This is an optimization exercise on Yosys and OpenROAD, whose aim is small area, a short achievable clock period and few clock cycles, not a production implementation. Function was checked by simulation only, so behaviour that the tests miss may differ from the original. Power is estimated from default activity; no workload was simulated.

==> run a: inputs <==
// trpx_terse_enc
module trpx_terse_enc (
    input  wire        clk,
    input  wire        rst,
    input  wire        start,
    output wire        start_ready,
    input  wire [6:0]  cfg_block,     
    input  wire        cfg_signed,    
    input  wire [6:0]  cfg_pb,        
    input  wire [15:0] cfg_n,         
    input  wire        in_valid,
    output wire        in_ready,
    input  wire [31:0] in_data,
    output wire        out_valid,
    input  wire        out_ready,
    output wire [31:0] out_data,
    output wire        out_last,
    output reg         done,
    output reg  [1:0]  done_err,      
    output reg  [21:0] done_bits      
);
clock: 8.0 ns
lec_check: 0
cap_margin: 20
core_margin: 5
core_utilization: 40
place_density: 0.6
setup_slack_margin: 5
slew_margin: 20
run.sh (not shown) runs the stock make flow with config.mk's settings and CLKGATE_MAP_FILE= SYNTH_SCRIPT=/design/flow/synth_recipe.tcl, a recipe that flattens the netlist after the stock synthesis.
==> inputs of run b, as changes to run a <==
--- a/flow/design.v
+++ b/flow/design.v
@@ -42,43 +42,45 @@
     reg         i_bfirst;        
     reg         i_ffirst;        
     reg         i_bad;
     reg  [4:0]  wr_ptr;          
     reg  [5:0]  occ;             
-    reg         e_read_d;
     reg  [31:0] therm;           
     assign start_ready = start_rdy_r;
     assign in_ready    = in_rdy_r;
     wire start_fire = start && start_rdy_r;
     wire in_fire    = in_valid && in_rdy_r;
     reg  [31:0] i_hm;
     integer     m;
-    always @(*)
-        for (m = 0; m < 32; m = m + 1)
-            i_hm[m] = (i_pb <= m + 1);
     wire        lg_uns = ~|(in_data & {i_hm[30:0], 1'b0});
     wire        lg_sgn = (~|(in_data & i_hm)) | (&(in_data | ~i_hm));
     wire        in_legal = i_sgn ? lg_sgn : lg_uns;
     wire        in_neg = i_sgn & in_data[31];
-    wire [31:0] in_x   = in_data ^ {32{in_neg}};
-    reg  [31:0] sm_or;           
-    reg  [31:0] sm_and;          
+    reg  [31:0] pt_or;           
+    reg  [31:0] pt_and;          
+    reg  [31:0] pb_or;           
     always @(*) begin
-        sm_or = in_x;
-        sm_or = sm_or | (sm_or >> 1);
-        sm_or = sm_or | (sm_or >> 2);
-        sm_or = sm_or | (sm_or >> 4);
-        sm_or = sm_or | (sm_or >> 8);
-        sm_or = sm_or | (sm_or >> 16);
-        sm_and = {in_x[30:0], 1'b1};
-        sm_and = sm_and & {sm_and[30:0], 1'b1};
-        sm_and = sm_and & {sm_and[29:0], 2'b11};
-        sm_and = sm_and & {sm_and[27:0], 4'hF};
-        sm_and = sm_and & {sm_and[23:0], 8'hFF};
-        sm_and = sm_and & {sm_and[15:0], 16'hFFFF};
+        pt_or  = in_data;
+        pt_or  = pt_or | (pt_or >> 1);
+        pt_or  = pt_or | (pt_or >> 2);
+        pt_or  = pt_or | (pt_or >> 4);
+        pt_or  = pt_or | (pt_or >> 8);
+        pt_or  = pt_or | (pt_or >> 16);
+        pt_and = in_data;
+        pt_and = pt_and & {1'b1, pt_and[31:1]};
+        pt_and = pt_and & {2'b11, pt_and[31:2]};
+        pt_and = pt_and & {4'hF, pt_and[31:4]};
+        pt_and = pt_and & {8'hFF, pt_and[31:8]};
+        pt_and = pt_and & {16'hFFFF, pt_and[31:16]};
+        pb_or  = {in_data[30:0], 1'b0};
+        pb_or  = pb_or | (pb_or << 1);
+        pb_or  = pb_or | (pb_or << 2);
+        pb_or  = pb_or | (pb_or << 4);
+        pb_or  = pb_or | (pb_or << 8);
+        pb_or  = pb_or | (pb_or << 16);
     end
-    wire [31:0] in_th = sm_or | (sm_and & {32{in_neg}});
+    wire [31:0] in_th = in_neg ? ~(pt_and & pb_or) : pt_or;
     wire        blk_end  = (i_blk_left == 6'd1);
     wire        frm_end  = (i_frm_left == 16'd1);
     wire        bad_now  = (i_bad & ~i_bfirst) | ~in_legal;
     wire        close_fire = in_fire && blk_end;
     wire        frame_over = close_fire && (frm_end || bad_now);
@@ -196,11 +198,11 @@
     assign out_valid = w0_v;
     assign out_data  = w0;
     assign out_last  = w0_l;
     wire   pop       = w0_v && out_ready;
     wire   f_bits    = f_vld && f_nz;
-    wire   c_z5      = (cnt[4:0] == 5'd0);
+    reg    c_z5;                                       
     wire   c_lt32    = !cnt[6] && !cnt[5];
     wire   c_gt32    = cnt[6] || (cnt[5] && !c_z5);
     wire   c_eq32    = !cnt[6] && cnt[5] && c_z5;
     wire   c_le32    = c_lt32 || c_eq32;
     wire   c_zero    = c_lt32 && c_z5;
@@ -214,10 +216,11 @@
                    (!f_nz || c_lt32 || (!cnt[6] && prod));
     wire [74:0] acc_sh  = prod ? {32'd0, acc[74:32]} : acc;
     wire [74:0] f_sh    = {31'd0, f_data} << cnt[4:0];
     wire [74:0] acc_nx  = acc_sh | (f_acc ? f_sh : 75'd0);
     wire [6:0]  cnt_add = cnt + {1'b0, f_len};
+    wire        z5_nx   = f_acc ? (cnt_add[4:0] == 5'd0) : c_z5;
     wire [6:0]  cnt_nx  = f_acc ? (prod ? cnt_add - 7'd32 : cnt_add)
                                 : (prod ? cnt - 7'd32     : cnt);
     wire [21:0] p_add   = p_bits + {16'd0, f_len};
     reg         i_act_nx;
     reg  [5:0]  i_blk_left_nx;
@@ -242,48 +245,55 @@
             end
         end
     end
     wire [QD-1:0] qv_sh  = e_pop ? (qv >> 1) : qv;
     wire [QD-1:0] qv_in  = {qv_sh[QD-2:0], 1'b1};     
-    wire [5:0]    occ_nx = (in_fire && !e_read_d) ? occ + 6'd1 :
-                           (!in_fire && e_read_d) ? occ - 6'd1 : occ;
-    wire [1:0]    x_nx   = (c_vld && !e_pop) ? x_cnt + 2'd1 :
-                           (!c_vld && e_pop) ? x_cnt - 2'd1 : x_cnt;
+    wire [5:0]    occ_nx = (in_fire && !e_read) ? occ + 6'd1 :
+                           (!in_fire && e_read) ? occ - 6'd1 : occ;
+    wire          occ_lt31 = !occ[5] && occ[4:0] != 5'd31;
+    wire          occ_eq31 = !occ[5] && occ[4:0] == 5'd31;
+    wire          occ_room = occ_lt31 || (occ_eq31 && (e_read || !in_fire)) ||
+                             (occ[5] && e_read && !in_fire);
+    wire          c_push = c_vld && !qv_sh[QD-1];
+    wire          c_hold = c_vld && qv_sh[QD-1];
+    wire [1:0]    x_nx   = (c_push && !e_pop) ? x_cnt + 2'd1 :
+                           (!c_push && e_pop) ? x_cnt - 2'd1 : x_cnt;
     wire          x_room = ({1'b0, x_nx} + {2'd0, close_fire}) < QD;
     integer qi;
     always @(posedge clk) begin
         if (rst) begin
             start_rdy_r <= 1'b1;
             in_rdy_r    <= 1'b0;
             i_act       <= 1'b0;
             wr_ptr      <= 5'd0;
             rd_oh       <= 32'd1;
             occ         <= 6'd0;
-            e_read_d    <= 1'b0;
             c_vld       <= 1'b0;
             qv          <= {QD{1'b0}};
             x_cnt       <= 2'd0;
             h_hdr       <= 1'b1;
             f_vld       <= 1'b0;
             acc         <= 75'd0;
             cnt         <= 7'd0;
+            c_z5        <= 1'b1;
             flushing    <= 1'b0;
             p_bits      <= 22'd0;
             w0_v        <= 1'b0;
             w1_v        <= 1'b0;
             pend        <= 1'b0;
             done        <= 1'b0;
         end else begin
             i_act      <= i_act_nx;
             i_blk_left <= i_blk_left_nx;
-            in_rdy_r   <= i_act_nx && !occ_nx[5] && (!i_bl1_nx || x_room);
-            start_rdy_r <= !i_act_nx && !start_fire && x_room;
+            in_rdy_r   <= i_act_nx && occ_room && (!i_bl1_nx || x_room);
+            start_rdy_r <= !i_act_nx && !start_fire && !c_hold;
             occ        <= occ_nx;
-            e_read_d   <= e_read;
             if (start_fire) begin
                 i_sgn      <= cfg_signed;
                 i_pb       <= cfg_pb[5:0];
+                for (m = 0; m < 32; m = m + 1)
+                    i_hm[m] <= (cfg_pb[5:0] <= m + 1);
                 i_blk      <= cfg_block[5:0];
                 i_frm_left <= cfg_n;
                 i_bn       <= cfg_first_n;
                 i_bfirst   <= 1'b1;
                 i_ffirst   <= 1'b1;
@@ -298,33 +308,35 @@
             if (in_fire) begin
                 wr_ptr <= wr_ptr + 5'd1;
                 i_bad  <= bad_now;
                 therm  <= (i_bfirst ? 32'd0 : therm) | in_th;
             end
-            c_vld <= new_item;
-            if (start_fire) begin
-                c_kind <= K_END;
-                c_err  <= cfg_err;
-            end else begin
-                c_kind <= bad_now ? K_BAD : K_BLK;
-                c_err  <= 2'd3;
+            c_vld <= new_item || c_hold;
+            if (!c_hold) begin
+                if (start_fire) begin
+                    c_kind <= K_END;
+                    c_err  <= cfg_err;
+                end else begin
+                    c_kind <= bad_now ? K_BAD : K_BLK;
+                    c_err  <= 2'd3;
+                end
+                c_last  <= frm_end;
+                c_first <= i_ffirst;
+                c_n     <= i_bn;
             end
-            c_last  <= frm_end;
-            c_first <= i_ffirst;
-            c_n     <= i_bn;
             if (e_pop) begin
                 for (qi = 0; qi < QD - 1; qi = qi + 1)
                     q[qi] <= q[qi + 1];
             end else if (e_go) begin
                 q[0][11:6] <= h_n - 6'd1;
             end
-            if (c_vld) begin
+            if (c_push) begin
                 for (qi = QD - 1; qi >= 0; qi = qi - 1)
                     if (!qv_sh[qi] && qv_in[qi])
                         q[qi] <= c_desc;
             end
-            qv    <= c_vld ? {qv_sh[QD-2:0], 1'b1} : qv_sh;
+            qv    <= c_push ? {qv_sh[QD-2:0], 1'b1} : qv_sh;
             x_cnt <= x_nx;
             if (e_pop)
                 h_hdr <= 1'b1;
             else if (e_go)
                 h_hdr <= 1'b0;
@@ -341,17 +353,19 @@
                 f_err  <= e_err;
             end
             if (fin) begin
                 acc       <= 75'd0;
                 cnt       <= 7'd0;
+                c_z5      <= 1'b1;
                 flushing  <= 1'b0;
                 p_bits    <= 22'd0;
                 done_err  <= p_err;
                 done_bits <= p_bits;
             end else begin
                 acc <= acc_nx;
                 cnt <= cnt_nx;
+                c_z5 <= z5_nx;
                 if (f_acc) begin
                     p_bits <= p_add;
                     if (f_end) begin
                         flushing <= 1'b1;
                         p_err    <= f_err;
==> inputs of run c, as changes to run a <==
--- a/flow/design.v
+++ b/flow/design.v
@@ -42,43 +42,45 @@
     reg         i_bfirst;        
     reg         i_ffirst;        
     reg         i_bad;
     reg  [4:0]  wr_ptr;          
     reg  [5:0]  occ;             
-    reg         e_read_d;
     reg  [31:0] therm;           
     assign start_ready = start_rdy_r;
     assign in_ready    = in_rdy_r;
     wire start_fire = start && start_rdy_r;
     wire in_fire    = in_valid && in_rdy_r;
     reg  [31:0] i_hm;
     integer     m;
-    always @(*)
-        for (m = 0; m < 32; m = m + 1)
-            i_hm[m] = (i_pb <= m + 1);
     wire        lg_uns = ~|(in_data & {i_hm[30:0], 1'b0});
     wire        lg_sgn = (~|(in_data & i_hm)) | (&(in_data | ~i_hm));
     wire        in_legal = i_sgn ? lg_sgn : lg_uns;
     wire        in_neg = i_sgn & in_data[31];
-    wire [31:0] in_x   = in_data ^ {32{in_neg}};
-    reg  [31:0] sm_or;           
-    reg  [31:0] sm_and;          
+    reg  [31:0] pt_or;           
+    reg  [31:0] pt_and;          
+    reg  [31:0] pb_or;           
     always @(*) begin
-        sm_or = in_x;
-        sm_or = sm_or | (sm_or >> 1);
-        sm_or = sm_or | (sm_or >> 2);
-        sm_or = sm_or | (sm_or >> 4);
-        sm_or = sm_or | (sm_or >> 8);
-        sm_or = sm_or | (sm_or >> 16);
-        sm_and = {in_x[30:0], 1'b1};
-        sm_and = sm_and & {sm_and[30:0], 1'b1};
-        sm_and = sm_and & {sm_and[29:0], 2'b11};
-        sm_and = sm_and & {sm_and[27:0], 4'hF};
-        sm_and = sm_and & {sm_and[23:0], 8'hFF};
-        sm_and = sm_and & {sm_and[15:0], 16'hFFFF};
+        pt_or  = in_data;
+        pt_or  = pt_or | (pt_or >> 1);
+        pt_or  = pt_or | (pt_or >> 2);
+        pt_or  = pt_or | (pt_or >> 4);
+        pt_or  = pt_or | (pt_or >> 8);
+        pt_or  = pt_or | (pt_or >> 16);
+        pt_and = in_data;
+        pt_and = pt_and & {1'b1, pt_and[31:1]};
+        pt_and = pt_and & {2'b11, pt_and[31:2]};
+        pt_and = pt_and & {4'hF, pt_and[31:4]};
+        pt_and = pt_and & {8'hFF, pt_and[31:8]};
+        pt_and = pt_and & {16'hFFFF, pt_and[31:16]};
+        pb_or  = {in_data[30:0], 1'b0};
+        pb_or  = pb_or | (pb_or << 1);
+        pb_or  = pb_or | (pb_or << 2);
+        pb_or  = pb_or | (pb_or << 4);
+        pb_or  = pb_or | (pb_or << 8);
+        pb_or  = pb_or | (pb_or << 16);
     end
-    wire [31:0] in_th = sm_or | (sm_and & {32{in_neg}});
+    wire [31:0] in_th = in_neg ? ~(pt_and & pb_or) : pt_or;
     wire        blk_end  = (i_blk_left == 6'd1);
     wire        frm_end  = (i_frm_left == 16'd1);
     wire        bad_now  = (i_bad & ~i_bfirst) | ~in_legal;
     wire        close_fire = in_fire && blk_end;
     wire        frame_over = close_fire && (frm_end || bad_now);
@@ -196,11 +198,11 @@
     assign out_valid = w0_v;
     assign out_data  = w0;
     assign out_last  = w0_l;
     wire   pop       = w0_v && out_ready;
     wire   f_bits    = f_vld && f_nz;
-    wire   c_z5      = (cnt[4:0] == 5'd0);
+    reg    c_z5;                                       
     wire   c_lt32    = !cnt[6] && !cnt[5];
     wire   c_gt32    = cnt[6] || (cnt[5] && !c_z5);
     wire   c_eq32    = !cnt[6] && cnt[5] && c_z5;
     wire   c_le32    = c_lt32 || c_eq32;
     wire   c_zero    = c_lt32 && c_z5;
@@ -214,10 +216,11 @@
                    (!f_nz || c_lt32 || (!cnt[6] && prod));
     wire [74:0] acc_sh  = prod ? {32'd0, acc[74:32]} : acc;
     wire [74:0] f_sh    = {31'd0, f_data} << cnt[4:0];
     wire [74:0] acc_nx  = acc_sh | (f_acc ? f_sh : 75'd0);
     wire [6:0]  cnt_add = cnt + {1'b0, f_len};
+    wire        z5_nx   = f_acc ? (cnt_add[4:0] == 5'd0) : c_z5;
     wire [6:0]  cnt_nx  = f_acc ? (prod ? cnt_add - 7'd32 : cnt_add)
                                 : (prod ? cnt - 7'd32     : cnt);
     wire [21:0] p_add   = p_bits + {16'd0, f_len};
     reg         i_act_nx;
     reg  [5:0]  i_blk_left_nx;
@@ -242,48 +245,55 @@
             end
         end
     end
     wire [QD-1:0] qv_sh  = e_pop ? (qv >> 1) : qv;
     wire [QD-1:0] qv_in  = {qv_sh[QD-2:0], 1'b1};     
-    wire [5:0]    occ_nx = (in_fire && !e_read_d) ? occ + 6'd1 :
-                           (!in_fire && e_read_d) ? occ - 6'd1 : occ;
-    wire [1:0]    x_nx   = (c_vld && !e_pop) ? x_cnt + 2'd1 :
-                           (!c_vld && e_pop) ? x_cnt - 2'd1 : x_cnt;
+    wire [5:0]    occ_nx = (in_fire && !e_read) ? occ + 6'd1 :
+                           (!in_fire && e_read) ? occ - 6'd1 : occ;
+    wire          occ_lt31 = !occ[5] && occ[4:0] != 5'd31;
+    wire          occ_eq31 = !occ[5] && occ[4:0] == 5'd31;
+    wire          occ_room = occ_lt31 || (occ_eq31 && (e_read || !in_fire)) ||
+                             (occ[5] && e_read && !in_fire);
+    wire          c_push = c_vld && !qv_sh[QD-1];
+    wire          c_hold = c_vld && qv_sh[QD-1];
+    wire [1:0]    x_nx   = (c_push && !e_pop) ? x_cnt + 2'd1 :
+                           (!c_push && e_pop) ? x_cnt - 2'd1 : x_cnt;
     wire          x_room = ({1'b0, x_nx} + {2'd0, close_fire}) < QD;
     integer qi;
     always @(posedge clk) begin
         if (rst) begin
             start_rdy_r <= 1'b1;
             in_rdy_r    <= 1'b0;
             i_act       <= 1'b0;
             wr_ptr      <= 5'd0;
             rd_oh       <= 32'd1;
             occ         <= 6'd0;
-            e_read_d    <= 1'b0;
             c_vld       <= 1'b0;
             qv          <= {QD{1'b0}};
             x_cnt       <= 2'd0;
             h_hdr       <= 1'b1;
             f_vld       <= 1'b0;
             acc         <= 75'd0;
             cnt         <= 7'd0;
+            c_z5        <= 1'b1;
             flushing    <= 1'b0;
             p_bits      <= 22'd0;
             w0_v        <= 1'b0;
             w1_v        <= 1'b0;
             pend        <= 1'b0;
             done        <= 1'b0;
         end else begin
             i_act      <= i_act_nx;
             i_blk_left <= i_blk_left_nx;
-            in_rdy_r   <= i_act_nx && !occ_nx[5] && (!i_bl1_nx || x_room);
-            start_rdy_r <= !i_act_nx && !start_fire && x_room;
+            in_rdy_r   <= i_act_nx && occ_room && (!i_bl1_nx || x_room);
+            start_rdy_r <= !i_act_nx && !start_fire && !c_hold;
             occ        <= occ_nx;
-            e_read_d   <= e_read;
             if (start_fire) begin
                 i_sgn      <= cfg_signed;
                 i_pb       <= cfg_pb[5:0];
+                for (m = 0; m < 32; m = m + 1)
+                    i_hm[m] <= (cfg_pb[5:0] <= m + 1);
                 i_blk      <= cfg_block[5:0];
                 i_frm_left <= cfg_n;
                 i_bn       <= cfg_first_n;
                 i_bfirst   <= 1'b1;
                 i_ffirst   <= 1'b1;
@@ -298,33 +308,35 @@
             if (in_fire) begin
                 wr_ptr <= wr_ptr + 5'd1;
                 i_bad  <= bad_now;
                 therm  <= (i_bfirst ? 32'd0 : therm) | in_th;
             end
-            c_vld <= new_item;
-            if (start_fire) begin
-                c_kind <= K_END;
-                c_err  <= cfg_err;
-            end else begin
-                c_kind <= bad_now ? K_BAD : K_BLK;
-                c_err  <= 2'd3;
+            c_vld <= new_item || c_hold;
+            if (!c_hold) begin
+                if (start_fire) begin
+                    c_kind <= K_END;
+                    c_err  <= cfg_err;
+                end else begin
+                    c_kind <= bad_now ? K_BAD : K_BLK;
+                    c_err  <= 2'd3;
+                end
+                c_last  <= frm_end;
+                c_first <= i_ffirst;
+                c_n     <= i_bn;
             end
-            c_last  <= frm_end;
-            c_first <= i_ffirst;
-            c_n     <= i_bn;
             if (e_pop) begin
                 for (qi = 0; qi < QD - 1; qi = qi + 1)
                     q[qi] <= q[qi + 1];
             end else if (e_go) begin
                 q[0][11:6] <= h_n - 6'd1;
             end
-            if (c_vld) begin
+            if (c_push) begin
                 for (qi = QD - 1; qi >= 0; qi = qi - 1)
                     if (!qv_sh[qi] && qv_in[qi])
                         q[qi] <= c_desc;
             end
-            qv    <= c_vld ? {qv_sh[QD-2:0], 1'b1} : qv_sh;
+            qv    <= c_push ? {qv_sh[QD-2:0], 1'b1} : qv_sh;
             x_cnt <= x_nx;
             if (e_pop)
                 h_hdr <= 1'b1;
             else if (e_go)
                 h_hdr <= 1'b0;
@@ -341,17 +353,19 @@
                 f_err  <= e_err;
             end
             if (fin) begin
                 acc       <= 75'd0;
                 cnt       <= 7'd0;
+                c_z5      <= 1'b1;
                 flushing  <= 1'b0;
                 p_bits    <= 22'd0;
                 done_err  <= p_err;
                 done_bits <= p_bits;
             end else begin
                 acc <= acc_nx;
                 cnt <= cnt_nx;
+                c_z5 <= z5_nx;
                 if (f_acc) begin
                     p_bits <= p_add;
                     if (f_end) begin
                         flushing <= 1'b1;
                         p_err    <= f_err;
- CORE_UTILIZATION: 40 -> 60
- CTS_CLUSTER_DIAMETER: not set -> 80
- CTS_CLUSTER_SIZE: not set -> 24
- PLACE_DENSITY: 0.6 -> 0.72
==> notes <==
Sequential share of layout area, lowest first: run a, run b, run c. Worst hold slack: run c > run b > run a. The lowest cell area belongs to run c, the highest to run b. Register-to-register slack is about the same in run c and run b. Combinational power, lowest first: run b, run c, run a. Critical path depth, lowest first: run b, run a, run c. Clock power, lowest first: run c, run a, run b. In run b the first-iteration DRC count is larger than in run a, by about 10%. In run b the via count is smaller than in run c, by 0.39%.
==> figures <==
item	run c	run b	run a
Clock period minus worst slack	3.10 ns	3.10 ns	3.31 ns
Synthesized-area fraction occupied by xor and xnor cells	1.17%	1.17%	1.33%
Effective utilization at floorplan	60.3%	40.2%	40.1%
Clock network area share	3.05%	6.68%	6.63%
Number of core rows	120	147	146
Syn avg cell area	13.6 um^2	13.6 um^2	13.4 um^2
Filler-free cell count of the finished design	6371	7308	7269
Largest net degree at the start of global routing	79	97	97
Core Util, Final	69.1%	48.5%	49.0%
CP peak stage delay	0.37 ns	0.71 ns	0.55 ns
Number of nets in the layout	5065	5157	5198
Worst r2r dst	in_rdy_r$_SDFF_PP0_	f_data[19]$_DFFE_PP_	q[0][4]$_DFFE_PN_
Result of the run	timing/DRC/antenna clean	timing/DRC/antenna clean	timing/DRC/antenna clean
Tapcell Cnt	1403	2160	2072
Share of the final layout cell area in sequential cells	59.3%	56.4%	55.5%
Area fraction in compound gates after synthesis	14.4%	14.4%	14.1%
Logic gate share of total power	13.7%	11.3%	12.7%
Endpoint arrival time on the critical path	3.70 ns	3.62 ns	3.83 ns
EDFF count, synth	1350	1350	1318
Testbench counts of run a, summed over its fixed seeds: cycles 9,255.
Testbench counts of run b, summed over its fixed seeds: cycles 9,222.
Testbench counts of run c, summed over its fixed seeds: cycles 9,222.

-- separate check: timing with driven ports --
In the flow no input, the clock included, has a driving cell. The finished layouts below were timed again as built, in two steps. Step 1, drivers: a clkbuf_16 drives clk and a buf_2 each remaining input, both assumed. Step 2 times the ports against the registers' clock, not the clock port: input delays grow and output delays shrink by t, the midpoint of the rising clock arrivals with the driver on. Three values: ideal ports, drivers, drivers and shift; two values: the first two.
run	t, ns	slack for setup (ns)	worst hold slack (ns)	slew at the worst register clock pin (ns)
run a	0.873	4.694 / 4.699 / 3.825	0.407 / 0.407 / 0.407	0.07 / 0.07
run b	0.873	4.896 / 4.896 / 4.133	0.417 / 0.417 / 0.417	0.07 / 0.07
run c	0.750	4.905 / 4.905 / 4.283	0.426 / 0.426 / 0.426	0.10 / 0.10
After both steps setup and hold are still met in every run listed. The setup slack of run a, which loses most, moves by +0.005 ns with the drivers and by -0.869 ns with both steps.
